Source: an optimization exercise on an open RTL-to-GDS flow (aim: a short achievable clock period and few clock cycles). Production flows keep margins and buffers that such runs may drop.
The RTL was checked by simulation tests, not by an equivalence proof against the original design.
Power and IR drop assume default switching activity.

<file path="design.v">
module labbb_slot (
    input  wire [15:0] ir,
    input  wire [7:0]  r0,
    input  wire [7:0]  r1,
    input  wire [7:0]  r2,
    input  wire [7:0]  p0,
    input  wire [7:0]  p1,
    input  wire [7:0]  p2,
    input  wire [7:0]  dread,     
    output wire [7:0]  daddr,
    output wire        stop,      
    output wire [1:0]  stop_status,
    output reg         rf_we,
    output wire [3:0]  rf_waddr,
    output reg  [7:0]  result,
    output wire [7:0]  fast_result,
    output wire [7:0]  fast_result_raw,
    output wire        fast,      
    output wire        mem_we,
    output wire [7:0]  sdata,
    output wire        jump_taken,
    output wire [7:0]  target
);
    wire [3:0] op  = ir[15:12];
    wire [3:0] n2  = ir[11:8];
    wire [3:0] n1  = ir[7:4];
    wire [7:0] imm = ir[7:0];
    wire is_rr      = (op == 4'h3) || (op == 4'h5) || (op == 4'h6);
    wire is_halt    = (ir == 16'h0000);
    wire is_invalid = ((op == 4'h0) && (ir[11:0] != 12'h000)) || (is_rr && (n2 != 4'h0));
    assign stop        = is_halt || is_invalid;
    assign stop_status = is_halt ? 2'd1 : 2'd2;
    wire [7:0] product = r1 * r0;
    reg  [7:0] shift_res;
    always @(*) begin
        if (!r0[7])
            shift_res = (r0[6:3] != 4'd0) ? 8'd0 : (r1 << r0[2:0]);
        else if (r0 <= 8'hf8)
            shift_res = 8'd0;
        else
            shift_res = r1 >> (8'd0 - r0);
    end
    wire abs_addr = (op == 4'h1) || (op == 4'h4);
    assign daddr = abs_addr ? imm : r0;
    assign sdata = abs_addr ? p2 : p1;
    assign mem_we = (op == 4'h4) || (op == 4'h5);
    assign rf_waddr = is_rr ? n1 : n2;
    assign fast = !((op == 4'h1) || (op == 4'h3) || (op == 4'h9) || (op == 4'hb));
    function [7:0] fast_fn(input [3:0] op, input [7:0] imm,
                           input [7:0] a0, input [7:0] a1, input [7:0] a2);
        case (op)
            4'h6:    fast_fn = a0;
            4'h7:    fast_fn = a1 + a0;
            4'h8:    fast_fn = a2 + imm;
            4'ha:    fast_fn = a1 - a0;
            4'hc:    fast_fn = a1 & a0;
            4'hd:    fast_fn = a1 | a0;
            4'he:    fast_fn = a1 ^ a0;
            default: fast_fn = imm;              
        endcase
    endfunction
    assign fast_result     = fast_fn(op, imm, p0, p1, p2);
    assign fast_result_raw = fast_fn(op, imm, r0, r1, r2);
    always @(*) begin
        rf_we  = 1'b1;
        result = fast_result;
        case (op)
            4'h1: result = dread;                
            4'h3: result = dread;                
            4'h9: result = product;              
            4'hb: result = shift_res;            
            4'h2, 4'h6, 4'h7, 4'h8, 4'ha, 4'hc, 4'hd, 4'he: ;
            default: rf_we = 1'b0;               
        endcase
    end
    reg taken;
    always @(*) begin
        case (ir[1:0])
            2'd0: taken = (p2 == 8'd0);
            2'd1: taken = (p2 != 8'd0);
            2'd2: taken = p2[7];
            default: taken = p2[7] || (p2 == 8'd0);
        endcase
    end
    assign jump_taken = (op == 4'hf) && taken;
    assign target     = {imm[7:2], 2'b00};
endmodule
module labbb_cpu (
    input  wire       clk,
    input  wire       rst,           
    input  wire       start,         
    input  wire       host_we,       
    input  wire [7:0] host_waddr,
    input  wire [3:0] host_wdata,
    input  wire [7:0] host_raddr,    
    output wire [3:0] host_rdata,
    input  wire [3:0] host_rsel,     
    output wire [7:0] host_rreg,
    output wire       busy,
    output wire [1:0] status,
    output wire [7:0] pc
);
    localparam [1:0] ST_OK      = 2'd0;
    localparam [1:0] ST_BADALGN = 2'd3;
    reg [3:0]  mem [0:255];
    reg [7:0]  x   [0:15];
    reg [7:0]  pc_r;
    reg [1:0]  status_r;
    reg        running;
    reg [15:0] ir1, ir2, ir3, ir4;
    assign busy       = running;
    assign status     = status_r;
    assign pc         = pc_r;
    assign host_rdata = mem[host_raddr];
    assign host_rreg  = x[host_rsel];
    wire misaligned = (pc_r[1:0] != 2'b00);
    function [2:0] uses(input [3:0] op);
        begin
            uses[0] = (op == 4'h3) || (op == 4'h5) || (op == 4'h6) || (op == 4'h7) ||
                      (op >= 4'h9 && op <= 4'he);
            uses[1] = (op == 4'h5) || (op == 4'h7) || (op >= 4'h9 && op <= 4'he);
            uses[2] = (op == 4'h4) || (op == 4'h8) || (op == 4'hf);
        end
    endfunction
    function [2:0] slow_uses(input [3:0] op);
        begin
            slow_uses[0] = (op == 4'h3) || (op == 4'h5) || (op == 4'h9) || (op == 4'hb);
            slow_uses[1] = (op == 4'h9) || (op == 4'hb);
            slow_uses[2] = 1'b0;
        end
    endfunction
    function memop(input [3:0] op);
        memop = (op == 4'h1) || (op == 4'h3) || (op == 4'h4) || (op == 4'h5);
    endfunction
    wire [511:0]  evens, odds, evens_r;
    genvar gi;
    generate
        for (gi = 0; gi < 128; gi = gi + 1) begin : g_eo
            assign evens[4*gi +: 4]   = mem[2*gi];
            assign odds[4*gi +: 4]    = mem[2*gi + 1];
            assign evens_r[4*gi +: 4] = mem[(2*gi + 2) % 256];
        end
    endgenerate
    function [7:0] byte_at(input [7:0] a);
        reg [3:0] e, o, e1;
        begin
            e  = evens[4*a[7:1] +: 4];
            o  = odds[4*a[7:1] +: 4];
            e1 = evens_r[4*a[7:1] +: 4];
            byte_at = a[0] ? {o, e1} : {e, o};
        end
    endfunction
    wire [3:0] op1 = ir1[15:12];
    wire [7:0] r1_0 = x[ir1[3:0]];
    wire [7:0] r1_1 = x[ir1[7:4]];
    wire [7:0] r1_2 = x[ir1[11:8]];
    wire [7:0] daddr1, dread1, result1, fr1, frn1, sdata1, target1;
    wire [3:0] waddr1;
    wire [1:0] stop_status1;
    wire       stop1, we1, fast1, mem_we1, taken1;
    wire [2:0] u1 = uses(op1);
    wire [2:0] su1 = slow_uses(op1);
    wire       jump1 = (op1 == 4'hf);
    wire [7:0] p1_0 = r1_0;
    wire [7:0] p1_1 = r1_1;
    wire [7:0] p1_2 = r1_2;
    assign dread1 = byte_at(daddr1);
    labbb_slot s1 (
        .ir(ir1), .r0(r1_0), .r1(r1_1), .r2(r1_2),
        .p0(p1_0), .p1(p1_1), .p2(p1_2), .dread(dread1),
        .daddr(daddr1), .stop(stop1), .stop_status(stop_status1),
        .rf_we(we1), .rf_waddr(waddr1), .result(result1), .fast_result(fr1),
        .fast_result_raw(frn1),
        .fast(fast1), .mem_we(mem_we1), .sdata(sdata1), .jump_taken(taken1), .target(target1)
    );
    wire [3:0] op2 = ir2[15:12];
    wire [7:0] r2_0 = x[ir2[3:0]];
    wire [7:0] r2_1 = x[ir2[7:4]];
    wire [7:0] r2_2 = x[ir2[11:8]];
    wire [7:0] daddr2, dread2, result2, fr2, frn2, sdata2, target2;
    wire [3:0] waddr2;
    wire [1:0] stop_status2;
    wire       stop2, we2, fast2, mem_we2, taken2;
    wire [2:0] u2 = uses(op2);
    wire [2:0] su2 = slow_uses(op2);
    wire       jump2 = (op2 == 4'hf);
    wire h1_2_0 = we1 && (waddr1 == ir2[3:0]);
    wire [7:0] p2_0 = (h1_2_0 ? frn1 : r2_0);
    wire h1_2_1 = we1 && (waddr1 == ir2[7:4]);
    wire [7:0] p2_1 = (h1_2_1 ? frn1 : r2_1);
    wire h1_2_2 = we1 && (waddr1 == ir2[11:8]);
    wire [7:0] p2_2 = (h1_2_2 ? frn1 : r2_2);
    assign dread2 = byte_at(daddr2);
    labbb_slot s2 (
        .ir(ir2), .r0(r2_0), .r1(r2_1), .r2(r2_2),
        .p0(p2_0), .p1(p2_1), .p2(p2_2), .dread(dread2),
        .daddr(daddr2), .stop(stop2), .stop_status(stop_status2),
        .rf_we(we2), .rf_waddr(waddr2), .result(result2), .fast_result(fr2),
        .fast_result_raw(frn2),
        .fast(fast2), .mem_we(mem_we2), .sdata(sdata2), .jump_taken(taken2), .target(target2)
    );
    wire d1_2 = (h1_2_0 && u2[0]) || (h1_2_1 && u2[1]) || (h1_2_2 && u2[2]);
    wire ds1_2 = (h1_2_0 && su2[0]) || (h1_2_1 && su2[1]) || (h1_2_2 && su2[2]);
    wire dep2 = d1_2;
    wire [7:0] st_off1 = daddr1 - (pc_r + 8'd3);
    wire st_hits2 = (st_off1 < 8'd5);
    wire ok2 = (!taken1) &&
               (!(jump1) || !jump2) &&
               (!(mem_we1 && (memop(op2) || st_hits2))) &&
               (!(d1_2 && (!fast1)) && !ds1_2);
    wire [3:0] op3 = ir3[15:12];
    wire [7:0] r3_0 = x[ir3[3:0]];
    wire [7:0] r3_1 = x[ir3[7:4]];
    wire [7:0] r3_2 = x[ir3[11:8]];
    wire [7:0] daddr3, dread3, result3, fr3, frn3, sdata3, target3;
    wire [3:0] waddr3;
    wire [1:0] stop_status3;
    wire       stop3, we3, fast3, mem_we3, taken3;
    wire [2:0] u3 = uses(op3);
    wire [2:0] su3 = slow_uses(op3);
    wire       jump3 = (op3 == 4'hf);
    wire h1_3_0 = we1 && (waddr1 == ir3[3:0]) && !(we2 && (waddr2 == ir3[3:0]));
    wire h2_3_0 = we2 && (waddr2 == ir3[3:0]);
    wire [7:0] p3_0 = (h2_3_0 ? frn2 : (h1_3_0 ? frn1 : r3_0));
    wire h1_3_1 = we1 && (waddr1 == ir3[7:4]) && !(we2 && (waddr2 == ir3[7:4]));
    wire h2_3_1 = we2 && (waddr2 == ir3[7:4]);
    wire [7:0] p3_1 = (h2_3_1 ? frn2 : (h1_3_1 ? frn1 : r3_1));
    wire h1_3_2 = we1 && (waddr1 == ir3[11:8]) && !(we2 && (waddr2 == ir3[11:8]));
    wire h2_3_2 = we2 && (waddr2 == ir3[11:8]);
    wire [7:0] p3_2 = (h2_3_2 ? frn2 : (h1_3_2 ? frn1 : r3_2));
    assign dread3 = 8'd0;
    labbb_slot s3 (
        .ir(ir3), .r0(r3_0), .r1(r3_1), .r2(r3_2),
        .p0(p3_0), .p1(p3_1), .p2(p3_2), .dread(dread3),
        .daddr(daddr3), .stop(stop3), .stop_status(stop_status3),
        .rf_we(we3), .rf_waddr(waddr3), .result(result3), .fast_result(fr3),
        .fast_result_raw(frn3),
        .fast(fast3), .mem_we(mem_we3), .sdata(sdata3), .jump_taken(taken3), .target(target3)
    );
    wire d1_3 = (h1_3_0 && u3[0]) || (h1_3_1 && u3[1]) || (h1_3_2 && u3[2]);
    wire ds1_3 = (h1_3_0 && su3[0]) || (h1_3_1 && su3[1]) || (h1_3_2 && su3[2]);
    wire d2_3 = (h2_3_0 && u3[0]) || (h2_3_1 && u3[1]) || (h2_3_2 && u3[2]);
    wire ds2_3 = (h2_3_0 && su3[0]) || (h2_3_1 && su3[1]) || (h2_3_2 && su3[2]);
    wire dep3 = d1_3 || d2_3;
    wire sh1_3 = ((ir1[7:0] - (pc_r + 8'd7)) < 8'd5);
    wire sh2_3 = ((ir2[7:0] - (pc_r + 8'd7)) < 8'd5);
    wire ok3 = (!taken2) &&
               (!(jump1 || jump2) || !jump3) &&
               (!(op3 == 4'h1) && !(op3 == 4'h3)) &&
               (!(mem_we1 || mem_we2) || !memop(op3)) &&
               (!mem_we1 || ((op1 == 4'h4) && !sh1_3)) &&
               (!mem_we2 || ((op2 == 4'h4) && !sh2_3)) &&
               (!(d1_3 && (!fast1)) && !ds1_3) &&
               (!(d2_3 && (!fast2 || dep2)) && !ds2_3);
    wire [3:0] op4 = ir4[15:12];
    wire [7:0] r4_0 = x[ir4[3:0]];
    wire [7:0] r4_1 = x[ir4[7:4]];
    wire [7:0] r4_2 = x[ir4[11:8]];
    wire [7:0] daddr4, dread4, result4, fr4, frn4, sdata4, target4;
    wire [3:0] waddr4;
    wire [1:0] stop_status4;
    wire       stop4, we4, fast4, mem_we4, taken4;
    wire [2:0] u4 = uses(op4);
    wire [2:0] su4 = slow_uses(op4);
    wire       jump4 = (op4 == 4'hf);
    wire h1_4_0 = we1 && (waddr1 == ir4[3:0]) && !(we2 && (waddr2 == ir4[3:0])) && !(we3 && (waddr3 == ir4[3:0]));
    wire h2_4_0 = we2 && (waddr2 == ir4[3:0]) && !(we3 && (waddr3 == ir4[3:0]));
    wire h3_4_0 = we3 && (waddr3 == ir4[3:0]);
    wire [7:0] p4_0 = (h3_4_0 ? frn3 : (h2_4_0 ? frn2 : (h1_4_0 ? frn1 : r4_0)));
    wire h1_4_1 = we1 && (waddr1 == ir4[7:4]) && !(we2 && (waddr2 == ir4[7:4])) && !(we3 && (waddr3 == ir4[7:4]));
    wire h2_4_1 = we2 && (waddr2 == ir4[7:4]) && !(we3 && (waddr3 == ir4[7:4]));
    wire h3_4_1 = we3 && (waddr3 == ir4[7:4]);
    wire [7:0] p4_1 = (h3_4_1 ? frn3 : (h2_4_1 ? frn2 : (h1_4_1 ? frn1 : r4_1)));
    wire h1_4_2 = we1 && (waddr1 == ir4[11:8]) && !(we2 && (waddr2 == ir4[11:8])) && !(we3 && (waddr3 == ir4[11:8]));
    wire h2_4_2 = we2 && (waddr2 == ir4[11:8]) && !(we3 && (waddr3 == ir4[11:8]));
    wire h3_4_2 = we3 && (waddr3 == ir4[11:8]);
    wire [7:0] p4_2 = (h3_4_2 ? frn3 : (h2_4_2 ? frn2 : (h1_4_2 ? frn1 : r4_2)));
    assign dread4 = 8'd0;
    labbb_slot s4 (
        .ir(ir4), .r0(r4_0), .r1(r4_1), .r2(r4_2),
        .p0(p4_0), .p1(p4_1), .p2(p4_2), .dread(dread4),
        .daddr(daddr4), .stop(stop4), .stop_status(stop_status4),
        .rf_we(we4), .rf_waddr(waddr4), .result(result4), .fast_result(fr4),
        .fast_result_raw(frn4),
        .fast(fast4), .mem_we(mem_we4), .sdata(sdata4), .jump_taken(taken4), .target(target4)
    );
    wire d1_4 = (h1_4_0 && u4[0]) || (h1_4_1 && u4[1]) || (h1_4_2 && u4[2]);
    wire ds1_4 = (h1_4_0 && su4[0]) || (h1_4_1 && su4[1]) || (h1_4_2 && su4[2]);
    wire d2_4 = (h2_4_0 && u4[0]) || (h2_4_1 && u4[1]) || (h2_4_2 && u4[2]);
    wire ds2_4 = (h2_4_0 && su4[0]) || (h2_4_1 && su4[1]) || (h2_4_2 && su4[2]);
    wire d3_4 = (h3_4_0 && u4[0]) || (h3_4_1 && u4[1]) || (h3_4_2 && u4[2]);
    wire ds3_4 = (h3_4_0 && su4[0]) || (h3_4_1 && su4[1]) || (h3_4_2 && su4[2]);
    wire dep4 = d1_4 || d2_4 || d3_4;
    wire sh1_4 = ((ir1[7:0] - (pc_r + 8'd11)) < 8'd5);
    wire sh2_4 = ((ir2[7:0] - (pc_r + 8'd11)) < 8'd5);
    wire sh3_4 = ((ir3[7:0] - (pc_r + 8'd11)) < 8'd5);
    wire ok4 = (!taken3) &&
               (!(jump1 || jump2 || jump3) || !jump4) &&
               (!(op4 == 4'h1) && !(op4 == 4'h3)) &&
               (!(mem_we1 || mem_we2 || mem_we3) || !memop(op4)) &&
               (!mem_we1 || ((op1 == 4'h4) && !sh1_4)) &&
               (!mem_we2 || ((op2 == 4'h4) && !sh2_4)) &&
               (!mem_we3 || ((op3 == 4'h4) && !sh3_4)) &&
               (!(d1_4 && (!fast1)) && !ds1_4) &&
               (!(d2_4 && (!fast2 || dep2)) && !ds2_4) &&
               (!(d3_4 && (!fast3 || dep3)) && !ds3_4);
    wire start_ok = !running && start && !host_we && (status_r == ST_OK);
    wire run_edge = !rst && (running || start_ok);
    wire stop_a   = misaligned || stop1;
    wire e1       = run_edge && !stop_a;
    wire g2 = e1 && ok2;
    wire e2 = g2 && !stop2;
    wire g3 = e2 && ok3;
    wire e3 = g3 && !stop3;
    wire g4 = e3 && ok4;
    wire e4 = g4 && !stop4;
    wire jumped = taken1 || (e2 && taken2) || (e3 && taken3) || (e4 && taken4);
    reg [7:0] next_pc;
    always @(*) begin
        if (e4) next_pc = taken4 ? target4 : (pc_r + 8'd16);
        else if (e3) next_pc = taken3 ? target3 : (pc_r + 8'd12);
        else if (e2) next_pc = taken2 ? target2 : (pc_r + 8'd8);
        else next_pc = taken1 ? target1 : (pc_r + 8'd4);
    end
    wire [5:0] pcw = pc_r[7:2];
    wire [5:0] tw0 = jump1 ? ir1[7:2] : jump2 ? ir2[7:2] : jump3 ? ir3[7:2] : ir4[7:2];
    wire [5:0] sw0 = pcw + 6'd4;
    wire [5:0] iw0 = pcw + 6'd0;
    wire [5:0] sw1 = pcw + 6'd5;
    wire [5:0] tw1 = tw0 + 6'd1;
    wire [5:0] iw1 = pcw + 6'd1;
    wire [5:0] sw2 = pcw + 6'd6;
    wire [5:0] tw2 = tw0 + 6'd2;
    wire [5:0] iw2 = pcw + 6'd2;
    wire [5:0] sw3 = pcw + 6'd7;
    wire [5:0] tw3 = tw0 + 6'd3;
    wire [5:0] iw3 = pcw + 6'd3;
    wire [1023:0] blocks_r0;
    wire [1023:0] blocks_r1;
    wire [1023:0] blocks_r2;
    generate
        for (gi = 0; gi < 64; gi = gi + 1) begin : g_words
            assign blocks_r0[16*gi +: 16] = {mem[4*((gi+0)%64)], mem[4*((gi+0)%64)+1], mem[4*((gi+0)%64)+2], mem[4*((gi+0)%64)+3]};
            assign blocks_r1[16*gi +: 16] = {mem[4*((gi+4)%64)], mem[4*((gi+4)%64)+1], mem[4*((gi+4)%64)+2], mem[4*((gi+4)%64)+3]};
            assign blocks_r2[16*gi +: 16] = {mem[4*((gi+8)%64)], mem[4*((gi+8)%64)+1], mem[4*((gi+8)%64)+2], mem[4*((gi+8)%64)+3]};
        end
    endgenerate
    wire [127:0] seq_pair = {blocks_r2[64*pcw[5:2] +: 64], blocks_r1[64*pcw[5:2] +: 64]};
    wire [127:0] tgt_pair = {blocks_r1[64*tw0[5:2] +: 64], blocks_r0[64*tw0[5:2] +: 64]};
    wire [15:0] seq0 = seq_pair[16*(pcw[1:0] + 3'd0) +: 16];
    wire [15:0] tgt0 = tgt_pair[16*(tw0[1:0] + 3'd0) +: 16];
    wire [15:0] zero0 = {mem[0], mem[1], mem[2], mem[3]};
    wire [15:0] seq1 = seq_pair[16*(pcw[1:0] + 3'd1) +: 16];
    wire [15:0] tgt1 = tgt_pair[16*(tw0[1:0] + 3'd1) +: 16];
    wire [15:0] zero1 = {mem[4], mem[5], mem[6], mem[7]};
    wire [15:0] seq2 = seq_pair[16*(pcw[1:0] + 3'd2) +: 16];
    wire [15:0] tgt2 = tgt_pair[16*(tw0[1:0] + 3'd2) +: 16];
    wire [15:0] zero2 = {mem[8], mem[9], mem[10], mem[11]};
    wire [15:0] seq3 = seq_pair[16*(pcw[1:0] + 3'd3) +: 16];
    wire [15:0] tgt3 = tgt_pair[16*(tw0[1:0] + 3'd3) +: 16];
    wire [15:0] zero3 = {mem[12], mem[13], mem[14], mem[15]};
    wire [7:0] st_addr  = mem_we1 ? daddr1 : mem_we2 ? daddr2 : mem_we3 ? daddr3 : daddr4;
    wire [7:0] st_data  = mem_we1 ? sdata1 : mem_we2 ? sdata2 : mem_we3 ? sdata3 : sdata4;
    wire [7:0] st_addr1 = st_addr + 8'd1;
    wire       host_wr  = !running && host_we;
    wire       st_en    = !host_wr && ((e1 && mem_we1) || (e2 && mem_we2) || (e3 && mem_we3) || (e4 && mem_we4));
    function [15:0] patch(input [15:0] w, input [5:0] wa,
                          input hw, input [7:0] ha, input [3:0] hd,
                          input sw, input [7:0] sa, input [7:0] sa1, input [7:0] sd);
        integer k;
        reg hh, sh, sl;
        begin
            hh = hw && (ha[7:2] == wa);
            sh = sw && (sa[7:2] == wa);
            sl = sw && (sa1[7:2] == wa);
            for (k = 0; k < 4; k = k + 1) begin
                if (hh && (ha[1:0] == k[1:0]))
                    patch[15 - 4*k -: 4] = hd;
                else if (sh && (sa[1:0] == k[1:0]))
                    patch[15 - 4*k -: 4] = sd[7:4];
                else if (sl && (sa1[1:0] == k[1:0]))
                    patch[15 - 4*k -: 4] = sd[3:0];
                else
                    patch[15 - 4*k -: 4] = w[15 - 4*k -: 4];
            end
        end
    endfunction
    wire [15:0] pz0 = patch(zero0, 6'd0, host_wr, host_waddr, host_wdata, 1'b0, 8'd0, 8'd0, 8'd0);
    wire [15:0] pi0 = patch(ir1, iw0, host_wr, host_waddr, host_wdata, 1'b0, 8'd0, 8'd0, 8'd0);
    wire [15:0] ps0 = patch(seq0, sw0, 1'b0, 8'd0, 4'd0, st_en, st_addr, st_addr1, st_data);
    wire [15:0] pt0 = patch(tgt0, tw0, 1'b0, 8'd0, 4'd0, st_en, st_addr, st_addr1, st_data);
    wire [15:0] pz1 = patch(zero1, 6'd1, host_wr, host_waddr, host_wdata, 1'b0, 8'd0, 8'd0, 8'd0);
    wire [15:0] pi1 = patch(ir2, iw1, host_wr, host_waddr, host_wdata, 1'b0, 8'd0, 8'd0, 8'd0);
    wire [15:0] pr1 = patch(ir2, iw1, 1'b0, 8'd0, 4'd0, st_en, st_addr, st_addr1, st_data);
    wire [15:0] ps1 = patch(seq1, sw1, 1'b0, 8'd0, 4'd0, st_en, st_addr, st_addr1, st_data);
    wire [15:0] pt1 = patch(tgt1, tw1, 1'b0, 8'd0, 4'd0, st_en, st_addr, st_addr1, st_data);
    wire [15:0] pz2 = patch(zero2, 6'd2, host_wr, host_waddr, host_wdata, 1'b0, 8'd0, 8'd0, 8'd0);
    wire [15:0] pi2 = patch(ir3, iw2, host_wr, host_waddr, host_wdata, 1'b0, 8'd0, 8'd0, 8'd0);
    wire [15:0] pr2 = patch(ir3, iw2, 1'b0, 8'd0, 4'd0, st_en, st_addr, st_addr1, st_data);
    wire [15:0] ps2 = patch(seq2, sw2, 1'b0, 8'd0, 4'd0, st_en, st_addr, st_addr1, st_data);
    wire [15:0] pt2 = patch(tgt2, tw2, 1'b0, 8'd0, 4'd0, st_en, st_addr, st_addr1, st_data);
    wire [15:0] pz3 = patch(zero3, 6'd3, host_wr, host_waddr, host_wdata, 1'b0, 8'd0, 8'd0, 8'd0);
    wire [15:0] pi3 = patch(ir4, iw3, host_wr, host_waddr, host_wdata, 1'b0, 8'd0, 8'd0, 8'd0);
    wire [15:0] pr3 = patch(ir4, iw3, 1'b0, 8'd0, 4'd0, st_en, st_addr, st_addr1, st_data);
    wire [15:0] ps3 = patch(seq3, sw3, 1'b0, 8'd0, 4'd0, st_en, st_addr, st_addr1, st_data);
    wire [15:0] pt3 = patch(tgt3, tw3, 1'b0, 8'd0, 4'd0, st_en, st_addr, st_addr1, st_data);
    reg [15:0] n0, n1, n2, n3;
    always @(*) begin
        if (rst) begin
            n0 = pz0; n1 = pz1; n2 = pz2; n3 = pz3;
        end else if (!e1) begin
            n0 = pi0; n1 = pi1; n2 = pi2; n3 = pi3;
        end else if (jumped) begin
            n0 = pt0; n1 = pt1; n2 = pt2; n3 = pt3;
        end else if (e4) begin
            n0 = ps0; n1 = ps1; n2 = ps2; n3 = ps3;
        end else if (e3) begin
            n0 = pr3; n1 = ps0; n2 = ps1; n3 = ps2;
        end else if (e2) begin
            n0 = pr2; n1 = pr3; n2 = ps0; n3 = ps1;
        end else begin
            n0 = pr1; n1 = pr2; n2 = pr3; n3 = ps0;
        end
    end
    integer i;
    always @(posedge clk) begin
        ir1 <= n0;
        ir2 <= n1;
        ir3 <= n2;
        ir4 <= n3;
        if (rst) begin
            pc_r     <= 8'd0;
            status_r <= ST_OK;
            running  <= 1'b0;
            for (i = 0; i < 16; i = i + 1)
                x[i] <= 8'd0;
        end else begin
            if (!running) begin
                if (start && (status_r == ST_OK))
                    running <= 1'b1;
            end else if (stop_a) begin
                status_r <= misaligned ? ST_BADALGN : stop_status1;
                running  <= 1'b0;
            end else if (g2 && stop2) begin
                status_r <= stop_status2;
                running  <= 1'b0;
            end else if (g3 && stop3) begin
                status_r <= stop_status3;
                running  <= 1'b0;
            end else if (g4 && stop4) begin
                status_r <= stop_status4;
                running  <= 1'b0;
            end
            if (e1) begin
                pc_r <= next_pc;
                for (i = 0; i < 16; i = i + 1) begin
                    if (e4 && we4 && (waddr4 == i))
                        x[i] <= result4;
                    else if (e3 && we3 && (waddr3 == i))
                        x[i] <= result3;
                    else if (e2 && we2 && (waddr2 == i))
                        x[i] <= result2;
                    else if (we1 && (waddr1 == i))
                        x[i] <= result1;
                end
            end
        end
    end
    always @(posedge clk) begin
        if (host_wr) begin
            mem[host_waddr] <= host_wdata;
        end else if (st_en) begin
            mem[st_addr]  <= st_data[7:4];
            mem[st_addr1] <= st_data[3:0];
        end
    end
endmodule
</file>
<file path="flow/run.sh">
#!/bin/bash
# The standard layout (the standard.sh: standard synthesis, floorplan, placement, CTS,
# routing, finish) with two changes to how it is made:
#  - ORFS's timing repair aims at 5 ns of setup slack against the 15 ns clock instead of 0,
#    so it keeps sizing and buffering paths longer than 10 ns;
#  - global routing holds back more of met1 and met2 (flow/fastroute.tcl), so that more
#    wiring goes up to met3 and met4 and the detailed router has room for pin access.
# The whole make output goes to standard.log in this folder.
set -euo pipefail
export SETUP_SLACK_MARGIN=5
export FASTROUTE_TCL="$PWD/flow/fastroute.tcl"
bash standard.sh > standard.log 2>&1
</file>
<file path="flow/fastroute.tcl">
# Global routing layers as the platform's fastroute.tcl sets them, but with more of met1 and
# met2 held back, so that global routing sends more wiring up to met3 and met4 and the
# crowded lower layers are left to pin access.
set_global_routing_layer_adjustment met1 0.6
set_global_routing_layer_adjustment met2 0.45
set_global_routing_layer_adjustment met3-met5 0.2

set_routing_layers -clock $::env(MIN_CLK_ROUTING_LAYER)-$::env(MAX_ROUTING_LAYER)
set_routing_layers -signal $::env(MIN_ROUTING_LAYER)-$::env(MAX_ROUTING_LAYER)
</file>
<file path="standard.sh">
#!/bin/bash
# synth_recipe.tcl (not shown) runs the flow's synth.tcl, then flattens the netlist and writes it again
# the make line also repeats each setting of config.mk as NAME=value (left out here)
make -C /OpenROAD-flow-scripts/flow DESIGN_CONFIG=/design/flow/config.mk WORK_HOME=/design/flow/orfs CLKGATE_MAP_FILE= SYNTH_SCRIPT=/design/flow/synth_recipe.tcl "${@:-finish}"
</file>
<file path="config.mk">
export PLATFORM = sky130hd
export DESIGN_NAME = labbb_cpu
export DESIGN_NICKNAME = labbb_cpu
export VERILOG_FILES = /design/flow/design.v
export SDC_FILE = /design/flow/constraint.sdc
export NUM_CORES = 4
export LEC_CHECK = 0
export CAP_MARGIN = 20
export CELL_PAD_IN_SITES_DETAIL_PLACEMENT = 1
export CELL_PAD_IN_SITES_GLOBAL_PLACEMENT = 2
export CORE_MARGIN = 2
export CORE_UTILIZATION = 25
export PLACE_DENSITY = 0.4
export SLEW_MARGIN = 20
</file>
<file path="constraint.sdc">
create_clock -name core_clock -period 15.0 [get_ports {clk}]
set_input_delay 3.0000 -clock core_clock [delete_from_list [all_inputs] [get_ports {clk}]]
set_output_delay 3.0000 -clock core_clock [all_outputs]
set_load 0.01 [all_outputs]
</file>
==> flow_metrics.tcl <==
set metrics [dict create \
    cts_buffers 180 \
    synth_top_cells_by_area "edfxtp_1 19%, mux4_2 17%, mux2i_1 15%, nand2_1 5.8%, clkbuf_1 3.1%" \
    fp-row-count 306 \
    synth_warnings 3 \
    clockBufferDepth 4 \
    status "did not finish" \
    clock-sinks 1225 \
    grt_pass1_wl_um 2820000 \
    synth_top_area_cell "edfxtp_1" \
    syn_inst 19600 \
    io_buffers 48 \
    ios 51 \
    synth_edf_count 1088 \
    ys_seq_area_share_pct 20.4 \
    ys_ff_latch 1225 \
    firstError "[ERROR GRT-0116] Global routing finished with congestion. Check the congestion regions in the DRC Viewer." \
    grt_max_degree 119 \
    grt_pass1_vias 253000 \
    cts_root_buffer "clkbuf_16" \
    synth_cell_type_count 139 \
    globalRoute.totalOverflow 1636 \
    fp.dieW_um 837 \
    start_util_pct 25.1 \
    syn_area_um2 174000 \
    ctsHtreeMaxLevel 4 \
    lastStage "global routing (5_1_grt)" \
    track_usage_pct 80.0 \
    async_flop_share_pct 0 \
    die_height_um 837 \
    syn_area_per_cell_um2 8.84 \
    hpwlAfterDp_um 1420000 \
    gp_congestion 1.16 \
    placedCellCount 28500 \
    synth-main-ff-cell "edfxtp_1" \
    synth_top_cell_area_share_pct 18.8 \
]
-- per-stage QoR --
stage | worst slack, ns | cell area (µm²)
global placement | 2.81 | 192000
floorplan | 5.83 | 174000
detailed placement | 2.89 | 193000
CTS | 4.83 | 199000
-- power groups by stage --
stage,combinational [mW],sequential (mW),clock [mW]
2_1_floorplan,15.0,4.02,0
3_3_place_gp,28.6,4.14,0
3_5_place_dp,28.6,4.14,0
4_1_cts,28.9,4.05,4.54
-- layer usage --
layer | overflow | global-route usage, %
met2 | 810 | 90.7
met5 | 5 | 46.0
met3 | 96 | 74.5
met4 | 684 | 76.5
met1 | 41 | 83.2
-- worst max path at each step --
stage	endpoint	slack (ns)	from	cells past startpoint
after floorplan	host_rdata[0]	5.83	host_raddr[1]	8
after global placement	mem[90][0]	2.81	ir1[1]	32
after detailed placement	mem[186][0]	2.89	ir1[1]	32
after CTS	mem[104][0]	4.83	ir1[1]	32
-- Yosys cell counts (137+ instances only) --
master	count
and3_1	246
nor3_1	225
a211oi_1	272
o21ai_0	991
buf_1	349
edfxtp_1	1088
ha_1	324
mux2_2	274
o22ai_1	314
a21o_1	156
a311oi_1	250
nor2_1	1167
a31oi_1	184
nand3_1	1015
mux2i_1	2628
nor2b_1	160
nand2_1	2676
o211ai_1	155
xnor2_1	286
inv_1	366
clkbuf_1	1436
a21oi_1	782
dfxtp_1	137
a22oi_1	248
mux4_2	1303
buf_2	339
a221oi_1	247
-- logic make-up after synthesis --
family,share of synthesized area [%]
adder cells (fa/ha/maj),3.05
flip-flops,20.4
buffers and inverters,5.87
XOR/XNOR,1.89
other,0.00433
AND/OR/NAND/NOR,16.6
multiplexers,33.9
AO/OA/AOI/OAI,18.4
-- what timing repair did --
item,in CTS
hold buffers,0
setup endpoints to repair,2250
buffers inserted,31
gates cloned,7
resized for setup,197
pin swaps,9
Testbench counts, summed over its fixed seeds: cycles 26,341.
